Context: an optimization exercise on an open-source flow, tuned for small area, a short achievable clock period and few clock cycles per item. The choices shown serve that exercise and are no tape-out recipe.
The RTL was checked by simulation tests, not by an equivalence proof against the original design.

==> raven <==
## lc4_core
module lc4_core (
    input  wire        clk,
    input  wire        rst,
    output wire [15:0] imem_addr,
    input  wire [15:0] imem_rdata,
    output wire [15:0] dmem_addr,
    input  wire [15:0] dmem_rdata,
    output wire        dmem_we,
    output wire [15:0] dmem_wdata,
    output wire        trace_valid,
    output wire [15:0] trace_pc,
    output wire [15:0] trace_insn,
    output wire        trace_reg_we,
    output wire [2:0]  trace_reg_sel,
    output wire [15:0] trace_reg_in,
    output wire        trace_flag_we,
    output wire [2:0]  trace_flag_out,
    output wire        trace_mem_we,
    output wire [15:0] trace_mem_addr,
    output wire [15:0] trace_mem_val,
    output wire        halted
);
    localparam [15:0] RESET_PC = 16'h8200;
    localparam [15:0] HALT_PC  = 16'h80FF;
    localparam [3:0] OP_BR    = 4'd0,
                     OP_ARITH = 4'd1,
                     OP_CMP   = 4'd2,
                     OP_JSR   = 4'd4,
                     OP_LOGIC = 4'd5,
                     OP_LDR   = 4'd6,
                     OP_STR   = 4'd7,
                     OP_RTI   = 4'd8,
                     OP_CONST = 4'd9,
                     OP_SHIFT = 4'd10,
                     OP_JMP   = 4'd12,
                     OP_HICON = 4'd13,
                     OP_TRAP  = 4'd15;
    function [16:0] radd16(input [15:0] a, input [15:0] b, input ci);
        integer k;
        reg c;
        begin
            c = ci;
            for (k = 0; k < 16; k = k + 1) begin
                radd16[k] = a[k] ^ b[k] ^ c;
                c = (a[k] & b[k]) | (a[k] & c) | (b[k] & c);
            end
            radd16[16] = c;
        end
    endfunction
    function [8:0] radd8(input [7:0] a, input [7:0] b, input ci);
        integer k;
        reg c;
        begin
            c = ci;
            for (k = 0; k < 8; k = k + 1) begin
                radd8[k] = a[k] ^ b[k] ^ c;
                c = (a[k] & b[k]) | (a[k] & c) | (b[k] & c);
            end
            radd8[8] = c;
        end
    endfunction
    function [15:0] csadd16(input [15:0] a, input [15:0] b);
        reg [8:0] lo, h0, h1;
  ...
clock: 55.0 ns
lec_check: 0
cap_margin: 20
core_margin: 2
core_utilization: 60
slew_margin: 20
standard.sh (not shown) runs the stock make flow with config.mk's settings and CLKGATE_MAP_FILE= SYNTH_SCRIPT=/design/flow/synth_recipe.tcl, a recipe that flattens the netlist after the stock synthesis.
==> flow/flow/run.sh <==
#!/bin/bash
# The standard layout (the standard.sh, unchanged synthesis, floorplan,
# placement, CTS and routing), with ORFS's repair_timing asked to leave 43 ns
# of setup slack at the design's 55 ns clock: it then works towards a 12 ns
# period instead of stopping at 55 ns. The SDC and every other setting are
# the standard flow's.
set -euo pipefail
export SETUP_SLACK_MARGIN=43
bash standard.sh > standard.log 2>&1
==> maple: changes against raven <==
--- a/flow/design.v
+++ b/flow/design.v
@@ -169,15 +169,15 @@
                        (f_op == OP_RTI) ? 3'd7 : imem_rdata[8:6];
     wire [2:0]  f_rb = (f_op == OP_STR) ? imem_rdata[11:9] : imem_rdata[2:0];
     wire        use_b   = ((is_arith && !subA[2]) || (is_cmp && !subC[1]));
     wire [15:0] add_y   = use_b ? vb : ((is_cmp && subC[0]) ? zext6 : sext6);
     wire        add_sub = is_cmp || (is_arith && subA == 3'b010);
     wire [16:0] add_r   = radd16(va, add_y ^ {16{add_sub}}, add_sub);
     wire [15:0] add_o   = add_r[15:0];
-    wire        cmp_eq = (va == add_y);
+    wire        cmp_eq = (add_o == 16'd0);
     wire        cmp_lt = subC[0] ? !add_r[16]
                                  : ((va[15] != add_y[15]) ? va[15] : add_o[15]);
     wire [2:0]  cmp_code = cmp_eq ? 3'd2 : (cmp_lt ? 3'd4 : 3'd1);
     wire [15:0] pc_off  = is_br ? sext9 : (m11 ? sext11 : sext6);
     wire [16:0] pc_sum  = radd16(pcf, pc_off, 1'b0);
     wire [15:0] pc_tgt  = pc_sum[15:0];
     wire [15:0] pcf_inc = inc16(pcf, 1'b1);
@@ -418,16 +418,16 @@
     wire [4:0]  lz_a    = lzc(abs_a);
     wire [4:0]  lz_b    = lzc(abs_b);
     wire [4:0]  dv_k    = lz_b - lz_a;
     wire [3:0]  dv_k0   = (lz_a > lz_b) ? 4'd0 : dv_k[3:0];
     wire [15:0] dm_res = dv_fix  ? neg_o :
                          dv_busy ? (is_div ? dv_qn : dv_rn) :
                                    dv_now_res;
-    wire [15:0] srl_o = va >> u4;
-    wire [15:0] sra_o = $signed(va) >>> u4;
+    wire [31:0] sr_w  = {{16{subS[0] & va[15]}}, va} >> u4;
+    wire [15:0] sr_o  = sr_w[15:0];
     reg [15:0] ex_res;
     always @(*) begin
         ex_res = 16'd0;
         case (op)
             OP_ARITH: begin
                 if (subA[2] || subA[1:0] == 2'd0 || subA[1:0] == 2'd2)
                     ex_res = add_o;
@@ -445,16 +445,16 @@
                     2'd2: ex_res = va | vb;
                     default: ex_res = va ^ vb;
                 endcase
             end
             OP_SHIFT: begin
                 case (subS)
                     2'd0: ex_res = shl_o;
-                    2'd1: ex_res = sra_o;
-                    2'd2: ex_res = srl_o;
+                    2'd1: ex_res = sr_o;
+                    2'd2: ex_res = sr_o;
                     default: ex_res = dm_res;
                 endcase
             end
             OP_CONST: ex_res = sext9;
             OP_HICON: ex_res = {u8, va[7:0]};
             default:  ex_res = pcf;         
         endcase
==> flow/flow/run.sh (replaced) <==
#!/bin/bash
set -euo pipefail
export BUFFER_PORTS_ARGS="-buffer_cell sky130_fd_sc_hd__buf_2"
export SETUP_SLACK_MARGIN=42.45
bash standard.sh > standard.log 2>&1
Settings changed: CORE_UTILIZATION 60 to 55, CTS_CLUSTER_DIAMETER from default to 80, CTS_CLUSTER_SIZE from default to 25.
==> indigo: changes against raven <==
--- a/flow/design.v
+++ b/flow/design.v
@@ -102,14 +102,15 @@
         flag_code = v[15] ? 3'd4 : ((v == 16'd0) ? 3'd2 : 3'd1);
     endfunction
     reg        rst_q;
     reg [15:0] pcf;         
     reg [15:0] pce;         
     reg [15:0] ir;          
     reg        ev;          
+    reg        ir_pre;      
     reg        ld_ph;       
     reg        dv_busy;     
     reg        dv_fix;      
     reg [3:0]  dv_cnt;
     reg        hlt;
     reg [15:0] regs [0:7];
     reg [2:0]  nzp;
@@ -164,20 +165,23 @@
             vb = vb | (regs[r] & {16{sel_b[r]}});
         end
     end
     wire [3:0]  f_op = imem_rdata[15:12];
     wire [2:0]  f_ra = (f_op == OP_CMP || f_op == OP_HICON) ? imem_rdata[11:9] :
                        (f_op == OP_RTI) ? 3'd7 : imem_rdata[8:6];
     wire [2:0]  f_rb = (f_op == OP_STR) ? imem_rdata[11:9] : imem_rdata[2:0];
+    wire        f_r7   = (f_op == OP_RTI) ||
+                         (imem_rdata[15:11] == 5'b11000 && imem_rdata[8:6] == 3'd7 &&
+                          imem_rdata[5:0] == 6'd0);
     wire        use_b   = ((is_arith && !subA[2]) || (is_cmp && !subC[1]));
     wire [15:0] add_y   = use_b ? vb : ((is_cmp && subC[0]) ? zext6 : sext6);
     wire        add_sub = is_cmp || (is_arith && subA == 3'b010);
     wire [16:0] add_r   = radd16(va, add_y ^ {16{add_sub}}, add_sub);
     wire [15:0] add_o   = add_r[15:0];
-    wire        cmp_eq = (va == add_y);
+    wire        cmp_eq = (add_o == 16'd0);
     wire        cmp_lt = subC[0] ? !add_r[16]
                                  : ((va[15] != add_y[15]) ? va[15] : add_o[15]);
     wire [2:0]  cmp_code = cmp_eq ? 3'd2 : (cmp_lt ? 3'd4 : 3'd1);
     wire [15:0] pc_off  = is_br ? sext9 : (m11 ? sext11 : sext6);
     wire [16:0] pc_sum  = radd16(pcf, pc_off, 1'b0);
     wire [15:0] pc_tgt  = pc_sum[15:0];
     wire [15:0] pcf_inc = inc16(pcf, 1'b1);
@@ -418,16 +422,16 @@
     wire [4:0]  lz_a    = lzc(abs_a);
     wire [4:0]  lz_b    = lzc(abs_b);
     wire [4:0]  dv_k    = lz_b - lz_a;
     wire [3:0]  dv_k0   = (lz_a > lz_b) ? 4'd0 : dv_k[3:0];
     wire [15:0] dm_res = dv_fix  ? neg_o :
                          dv_busy ? (is_div ? dv_qn : dv_rn) :
                                    dv_now_res;
-    wire [15:0] srl_o = va >> u4;
-    wire [15:0] sra_o = $signed(va) >>> u4;
+    wire [31:0] sr_w  = {{16{subS[0] & va[15]}}, va} >> u4;
+    wire [15:0] sr_o  = sr_w[15:0];
     reg [15:0] ex_res;
     always @(*) begin
         ex_res = 16'd0;
         case (op)
             OP_ARITH: begin
                 if (subA[2] || subA[1:0] == 2'd0 || subA[1:0] == 2'd2)
                     ex_res = add_o;
@@ -445,39 +449,40 @@
                     2'd2: ex_res = va | vb;
                     default: ex_res = va ^ vb;
                 endcase
             end
             OP_SHIFT: begin
                 case (subS)
                     2'd0: ex_res = shl_o;
-                    2'd1: ex_res = sra_o;
-                    2'd2: ex_res = srl_o;
+                    2'd1: ex_res = sr_o;
+                    2'd2: ex_res = sr_o;
                     default: ex_res = dm_res;
                 endcase
             end
             OP_CONST: ex_res = sext9;
             OP_HICON: ex_res = {u8, va[7:0]};
             default:  ex_res = pcf;         
         endcase
     end
     wire wr_op  = is_arith || is_logic || is_shift || is_const || is_hicon
                || is_jsr || is_trap;        
     wire w7     = is_jsr || is_trap;
     wire br_take  = (f_d == 3'b111) || ((f_d & nzp) != 3'b000);
-    wire redirect = is_rti || is_trap || is_jsr || is_jmp || (is_br && br_take);
+    wire redirect = !ir_pre && (is_rti || is_trap || is_jsr || is_jmp || (is_br && br_take));
     wire [15:0] tgt = is_rti ? va :
                       is_trap ? {8'h80, u8} :
                       ((is_jsr || is_jmp) && !m11 && !(is_jsr && f_s == 3'd7)) ? add_o :
                       pc_tgt;
     wire e_first   = ev;
     wire e_goes_dv = e_first && is_dm && !dv_now;
     wire dv_end    = dv_busy && dv_last;
     wire dv_wr     = (dv_end && !dv_neg) || dv_fix;
     wire        wr_en   = ld_ph || dv_wr || (e_first && wr_op && !e_goes_dv);
     wire [2:0]  wr_sel  = (w7 && !ld_ph) ? 3'd7 : f_d;
+    wire        f_r7_go = f_r7 && !(wr_en && wr_sel == 3'd7);
     wire [15:0] wr_data = ld_ph ? dmem_rdata : ex_res;
     wire [15:0] wr_d    = rst_q ? 16'd0 : wr_data;
     wire ex_st_hit  = e_first && is_str && (add_o == pcf);
     wire mem_st_hit = st_we && (da == pcf);
     wire halt_wait  = (pcf == HALT_PC) && e_first && is_str;
     wire e_block    = (e_first && (redirect || is_ldr || e_goes_dv))
                    || (dv_busy && !(dv_last && !dv_neg));
@@ -488,14 +493,22 @@
         for (i = 0; i < 8; i = i + 1)
             if (rst_q || (wr_en && wr_sel == i[2:0]))
                 regs[i] <= wr_d;
     end
     always @(posedge clk) begin
         rst_q <= rst;
     end
+    wire [15:0] pcf_base = cap ? pcf_inc : ((e_first && redirect) ? tgt : pcf);
+    wire        pcf_r7   = cap && f_r7_go;
+    always @(posedge clk) begin
+        if (rst_q)
+            pcf <= RESET_PC;
+        else
+            pcf <= pcf_r7 ? regs[7] : pcf_base;
+    end
     always @(posedge clk) begin
         if (rst_any) begin
             ev    <= 1'b0;
             hlt   <= 1'b0;
             st_we <= 1'b0;
         end else begin
             st_we <= e_first && is_str;
@@ -507,37 +520,32 @@
                 if (e_first && redirect)
                     hlt <= (tgt == HALT_PC);
             end
         end
     end
     always @(posedge clk) begin
         if (rst_q) begin
-            pcf     <= RESET_PC;
             ld_ph   <= 1'b0;
             dv_busy <= 1'b0;
             dv_fix  <= 1'b0;
             nzp     <= 3'd0;
             priv    <= 1'b0;
             s_rwe   <= 1'b0;
             s_rsel  <= 3'd0;
             s_fwe   <= 1'b0;
             s_mwe   <= 1'b0;
             s_mem   <= 1'b0;
         end else begin
             if (cap_fast) begin
-                ir    <= imem_rdata;
+                ir     <= imem_rdata;
+                ir_pre <= f_r7_go;
                 sel_a <= 8'd1 << f_ra;
                 sel_b <= 8'd1 << f_rb;
                 pce   <= pcf;
             end
-            if (cap) begin
-                pcf   <= pcf_inc;
-            end else if (e_first && redirect) begin
-                pcf <= tgt;
-            end
             ld_ph <= e_first && is_ldr;
             if (e_goes_dv) begin
                 dv_busy <= 1'b1;
                 dv_cnt  <= dv_k0;
                 pce     <= abs_b;
             end else if (dv_busy) begin
                 dv_busy <= !dv_last;
==> flow/flow/run.sh (replaced) <==
#!/bin/bash
set -euo pipefail
export BUFFER_PORTS_ARGS="-buffer_cell sky130_fd_sc_hd__buf_2"
export SETUP_SLACK_MARGIN=42.45
bash standard.sh > standard.log 2>&1
Settings changed: CORE_UTILIZATION 60 to 55, CTS_CLUSTER_DIAMETER from default to 80, CTS_CLUSTER_SIZE from default to 25.
==> summary.txt <==
Synth
The simple-gate share of the synthesized area is 0.1667. The synthesized-area fraction occupied by ao, oa, aoi and oai cells is 0.2209. The fraction of synthesized area in multiplexers is 0.05786. Yosys mapped the design onto 100 distinct sky130hd cell types. The net count after synthesis is 3,101.

After synthesis the cells add up to ~25,000 µm².

GRT
The total overflow reported by the global router is 0. The overall routing resource usage is 0.5412. The number of antenna violations at the first check in global routing is 12.

Placement
Counting tap cells, the placed design contains a total of 3,472 instances. The post-detailed-placement cell area is 26,440 µm².

Die
The starting utilization of the core area is 0.5597.

Status
The flow ran to the end and the layout has no timing, DRC or antenna violations.
That was indigo.
==> summary.txt <==
Die
For this configuration, the core starts out at a cell density of 0.5593.

Synth
The fraction of synthesized area in multiplexers is 0.05167. Of the total synthesized cell area, the portion taken by AND, OR, NAND and NOR gates is 0.1744. The net count after synthesis is 3,049. The netlist area before placement is 24,140 µm². The synthesized-area fraction occupied by ao, oa, aoi and oai cells came to 0.2083.

GRT
The total overflow reported by the global router is 0. The number of antenna violations at the first check in global routing is 8.

Status
The flow ran to the end and the layout has no timing, DRC or antenna violations.

Placement
The post-detailed-placement cell area is approximately 26,000 µm². After detailed placement, the design holds a cell count of 3,410.
That was maple.
==> summary.txt <==
Placement
The post-detailed-placement cell area is 27,120 µm². The placed instance count is 3,445.

Synth
Synthesis produced a netlist with a net count of 3,131. The synthesized-area fraction occupied by ao, oa, aoi and oai cells is 0.2136. After synthesis, the share of cell area in mux cells is 0.05511. The cell area that synthesis handed to floorplanning was 24,860 µm². The number of distinct library cell variants in the gate-level netlist after synthesis is 90.

Status
The first error in the log reads "[ERROR GRT-0232] Routing congestion too high. Check the congestion heatmap in the GUI". The flow did not finish. The stage where the flow stopped is 5_1_grt.

GRT
Global routing finished with a remaining overflow of 10. The number of antenna violations at the first check in global routing is 32.

Die
For this configuration, the core starts out at a cell density of 0.6089.
That was raven.
Testbench counts of raven, summed over its fixed seeds: cycles 69,974, instructions 51,630.
Testbench counts of maple, summed over its fixed seeds: cycles 69,974, instructions 51,630.
Testbench counts of indigo, summed over its fixed seeds: cycles 67,280, instructions 51,630.

static timing again, ports no longer ideal:
Ports are ideal in the flow. The routed layouts listed here were re-timed in OpenROAD. Step 1 assumes that a clkbuf_16 drives the clock port and a buf_2 every other input. Step 2 adds t to the input delays and takes it off the output delays; t is the mean of the earliest and latest rising clock arrival at the registers after step 1. Input paths then give back, and output paths get back, about the clock's delay inside the block. Three values: ideal ports, drivers, drivers and shift; two values: the first two.
| run | shift t [ns] | setup WS [ns] | pins driven straight from the clock port |
|---|---|---|---|
| maple | 0.574 | 42.422 / 42.356 / 42.548 | 1 |
| indigo | 0.606 | 42.437 / 42.373 / 41.946 | 1 |
After both steps every run listed still meets setup and hold. For indigo, which loses most, drivers alone change the setup slack by -0.064 ns; drivers and shift together by -0.491 ns.
